From an optimization exercise on the open Yosys and OpenROAD flow, aimed at small area, a short achievable clock period and few clock cycles; shortcuts taken in it are not production practice. Only simulation tests tie the RTL to the original design; equivalence was not proved. No activity file was given, so power comes from the tool's default toggle rates.

==> run a <==
==> flow/design.v (excerpt) <==
module unthbuf_unit (
    input  wire        clk,
    input  wire        rst,         
    input  wire        cmd_valid,
    input  wire [7:0]  cmd_op,
    input  wire [63:0] cmd_a,
    input  wire [63:0] cmd_b,
    output reg         rsp_valid,
    output wire [7:0]  rsp_status,
    output wire [63:0] rsp_d0,
    output wire [63:0] rsp_d1
);
    localparam MAX_CELLS = 8;
    localparam ST_OK        = 3'h0;
    localparam ST_BADWIDTH  = 3'h1;
    localparam ST_INDEX     = 3'h2;
    localparam ST_TOOWIDE   = 3'h3;
    localparam ST_CAPACITY  = 3'h4;
    localparam ST_ILLEGAL   = 3'h5;
    localparam ST_NOTCFG    = 3'h6;
    localparam ST_CELLRANGE = 3'h7;
    integer k;
    genvar  gi;
    function [9:0] add10(input [9:0] x, input [9:0] y);
        reg [9:0] g, p, gn, pn;
        integer i, d;
        begin
            g = x & y;
            p = x ^ y;
            for (d = 1; d < 10; d = d * 2) begin
                gn = g;
                pn = p;
                for (i = d; i < 10; i = i + 1) begin
                    gn[i] = g[i] | (p[i] & g[i-d]);
                    pn[i] = p[i] & p[i-d];
                end
                g = gn;
                p = pn;
            end
            add10 = (x ^ y) ^ {g[8:0], 1'b0};
        end
    endfunction
    function [9:0] sub10(input [9:0] x, input [9:0] y);
        reg [10:0] s;
        begin
            s = add11({x, 1'b1}, {~y, 1'b1});
            sub10 = s[10:1];
        end
    endfunction
    function ge10(input [9:0] x, input [9:0] y);
        reg [15:0] gt, eq, gtn, eqn;
        integer i, n;
        begin
            gt = {6'd0, x & ~y};
            eq = {6'h3f, ~(x ^ y)};
            for (n = 8; n >= 1; n = n / 2) begin
                gtn = 16'd0;
                eqn = 16'd0;
                for (i = 0; i < n; i = i + 1) begin
                    gtn[i] = gt[2*i+1] | (eq[2*i+1] & gt[2*i]);
                    eqn[i] = eq[2*i+1] & eq[2*i];
                end
                gt = gtn;
                eq = eqn;
            end
            ge10 = gt[0] | eq[0];
        end
    endfunction
    function [10:0] add11(input [10:0] x, input [10:0] y);
        reg [10:0] g, p, gn, pn;
        integer i, d;
        begin
            g = x & y;
            p = x ^ y;
            for (d = 1; d < 11; d = d * 2) begin
                gn = g;
                pn = p;
  ...
clock: 100.0 ns
lec_check: 0
cap_margin: 20
core_margin: 2
core_utilization: 52
cts_cluster_diameter: 60
cts_cluster_size: 24
place_density: 0.75
slew_margin: 20
synth_hierarchical: 1
tns_end_percent: 20
standard.sh (not shown) runs the stock make flow with config.mk's settings and CLKGATE_MAP_FILE= SYNTH_SCRIPT=/design/flow/synth_recipe.tcl, a recipe that flattens the netlist after the stock synthesis.
==> flow/flow/run.sh <==
#!/bin/bash
# The standard layout (standard.sh: ORFS synthesis to finish), with these
# changes:
#  * the ports are buffered with sky130_fd_sc_hd__buf_1 instead of the
#    buffer buffer_ports picks on its own (every port still gets a buffer);
#  * ORFS's repair_timing steps aim for more setup slack than the clock
#    period needs, so that they size up the gates of the worst paths; after
#    placement they only resize and swap pins (no buffering or cloning).
# The clock, the SDC and everything else are the standard flow's.
set -euo pipefail
export BUFFER_PORTS_ARGS="-buffer_cell sky130_fd_sc_hd__buf_1"
SETUP_SLACK_MARGIN=76 bash standard.sh synth floorplan > standard_flow_floorplan.log 2>&1
SETUP_SLACK_MARGIN=75 SETUP_MOVE_SEQUENCE="unbuffer,sizeup,swap" bash standard.sh > standard_flow.log 2>&1
==> inputs of run b, as changes to run a <==
--- a/flow/design.v
+++ b/flow/design.v
@@ -140,21 +140,20 @@
     wire illegal = ~(is_cfg | is_get | is_set | is_len | is_pad | is_cap | is_loc | is_rdc);
     wire op_cfg_lo = (cmd_op[0] ^ cmd_op[1]) & ~cmd_op[2] & ~cmd_op[3];
     wire       a_hi  = |cmd_a[63:10];
     wire [9:0] ai    = cmd_a[9:0];
     wire [6:0] mul_w = op_cfg_lo ? cmd_b[6:0] : width;
-    reg  [9:0] pp [0:5];
-    always @(*) begin
-        for (k = 0; k < 6; k = k + 1)
+    reg  [9:0] pp [0:6];
+    always @(*)
+        for (k = 0; k < 7; k = k + 1)
             pp[k] = (ai << k) & {10{mul_w[k]}};
-        pp[0] = pp[0] | ((ai << 6) & {10{mul_w[6]}});
-    end
     wire [19:0] m1 = csa10(pp[0], pp[1], pp[2]);
     wire [19:0] m2 = csa10(pp[3], pp[4], pp[5]);
     wire [19:0] m3 = csa10(m1[9:0], m1[19:10], m2[9:0]);
-    wire [19:0] m4 = csa10(m3[9:0], m3[19:10], m2[19:10]);
-    wire [9:0]  prod = add10(m4[9:0], m4[19:10]);
+    wire [19:0] m4 = csa10(m2[19:10], pp[6], m3[9:0]);
+    wire [19:0] m5 = csa10(m3[19:10], m4[9:0], m4[19:10]);
+    wire [9:0]  prod = add10(m5[9:0], m5[19:10]);
     wire [9:0] e10 = {3'd0, epc_of(width)};
     wire [2:0] cell_al;
     wire [9:0] dq_x1, dq_x2;
     assign cell_al[2] = ge10(ai, e10 << 2);
     assign dq_x1      = cell_al[2] ? sub10(ai, e10 << 2) : ai;
@@ -192,29 +191,26 @@
         else                      status = ST_OK;
     end
     wire ok     = (status == ST_OK);
     wire accept = cmd_valid & ~rst;
     wire [9:0] s_in  = is_rdc ? {1'b0, rdc_pos[8:0]} : prod;
-    reg  [7:0] th_gt, th_eq, th_ge, th_a, th_b;
+    reg  [7:0] th_gt, th_eq, th_ge;
     always @(*)
         for (k = 0; k < 8; k = k + 1) begin
             th_gt[k] = (k > s_in[5:3]);
             th_eq[k] = (k == s_in[5:3]);
             th_ge[k] = (k >= s_in[2:0]);
-            th_a[k]  = s_in[6] ? (k < s_in[5:3]) : (k > s_in[5:3]);
-            th_b[k]  = s_in[6] ? (k < s_in[2:0]) : (k >= s_in[2:0]);
         end
     wire [3:0] c_in1 = {1'b0, s_in[8:6]} + 4'd1;
     reg [2:0]  st_r;
     reg        k_ext, k_rdc, k_len, k_pad, k_cap, k_loc;
     reg        set_r, clr_r;
     reg [9:0]  s_r;               
     reg        rdc_r;             
     reg [2:0]  ra_r;              
     reg        ra_big;            
     reg [7:0]  gt_r, eq_r, ge_r;  
-    reg [7:0]  ia_r, ib_r;        
     reg [2:0]  cal_r;             
     reg [3:0]  esel_r;            
     reg [3:0]  osel_r;            
     reg [5:0]  amt_r;             
     reg [63:0] b_r;
@@ -256,12 +252,10 @@
         end
         b_r   <= cmd_b;
         gt_r  <= th_gt;
         eq_r  <= th_eq;
         ge_r  <= th_ge;
-        ia_r  <= th_a;
-        ib_r  <= th_b;
         cal_r <= cell_al;
         if (accept & ok & is_cfg) begin
             packed_lay <= is_cfgp;
             width      <= cmd_b[6:0];
             length     <= ai;
@@ -282,14 +276,11 @@
         for (k = 0; k < 4; k = k + 1) begin
             ev = ev | (cells[2*k]   & {64{esel_r[k]}});
             od = od | (cells[2*k+1] & {64{osel_r[k]}});
         end
     end
-    reg  [63:0] in_ev;
-    always @(*)
-        for (k = 0; k < 64; k = k + 1)
-            in_ev[k] = ia_r[k / 8] | (eq_r[k / 8] & ib_r[k % 8]);
+    wire [63:0] in_ev = ge_o ^ {64{rc[0]}};
     wire [63:0] g_ev = in_ev & {64{~set_r}};
     wire [63:0] g_od = ~in_ev & {64{~set_r}};
     wire [63:0] rin  = (ev & g_ev) | (od & g_od) | ({b_r[0], b_r[63:1]} & {64{set_r}});
     wire [63:0]  rot;
     unthbuf_rot64 u_rot (.x(rin), .amt(amt_r), .y(rot));
==> flow/flow/run.sh (replaced) <==
#!/bin/bash
# The standard layout (standard.sh: ORFS synthesis to finish), with one
# change: the ports are buffered with sky130_fd_sc_hd__buf_1 instead of the
# buffer buffer_ports picks on its own. Every port still gets a buffer.
set -euo pipefail
export BUFFER_PORTS_ARGS="-buffer_cell sky130_fd_sc_hd__buf_1"
bash standard.sh > standard_flow.log 2>&1
Settings changed: CORE_UTILIZATION 52 to 30, CTS_CLUSTER_DIAMETER 60 to unset, CTS_CLUSTER_SIZE 24 to unset, PLACE_DENSITY 0.75 to 0.45, TNS_END_PERCENT 20 to unset.
==> summary.txt <==
In run a the global-route usage is higher than in run b, by 12 points. Against run b, the cell count of run a is smaller by 13%. In run b the clock-buffer cell count is higher than in run a, by 42. First-iteration DRC count: run a is larger than run b (about 30%). In run a the clock power is smaller than in run b, by 20%.
Testbench counts of run a, summed over its fixed seeds: cycles 12,000.
Testbench counts of run b, summed over its fixed seeds: cycles 12,000.

[static timing again, ports no longer ideal]
The flow's constraints put no driver on any port. The routed layouts listed below were extracted and timed again, unchanged, in two steps. Step 1, drivers: a clkbuf_16 drives clk and a buf_2 each remaining input, both assumed. Step 2 moves the port delays by t, midway between the first and last clock arrival at a register: inputs arrive t later, outputs are due t later. That takes back most of the time a late clock gives input paths. Slacks: no drivers / after step 1 / after step 2; pairs: no drivers / after step 1.
| run | t, ns | setup slack, ns | hold WS [ns] | latest minus earliest clock arrival (ns) | worst data-port slew with drivers (ns) |
|---|---|---|---|---|---|
| run a | 0.716 | 74.906 / 74.832 / 74.316 | 0.656 / 0.656 / 0.656 | 0.057 / 0.057 | 0.09 |
| run b | 0.758 | 73.662 / 73.592 / 73.890 | 0.605 / 0.605 / 0.605 | 0.041 / 0.041 | 0.14 |
After both steps every run listed still meets setup and hold. For run a, which loses most, drivers alone change the setup slack by -0.074 ns; drivers and shift together by -0.590 ns.
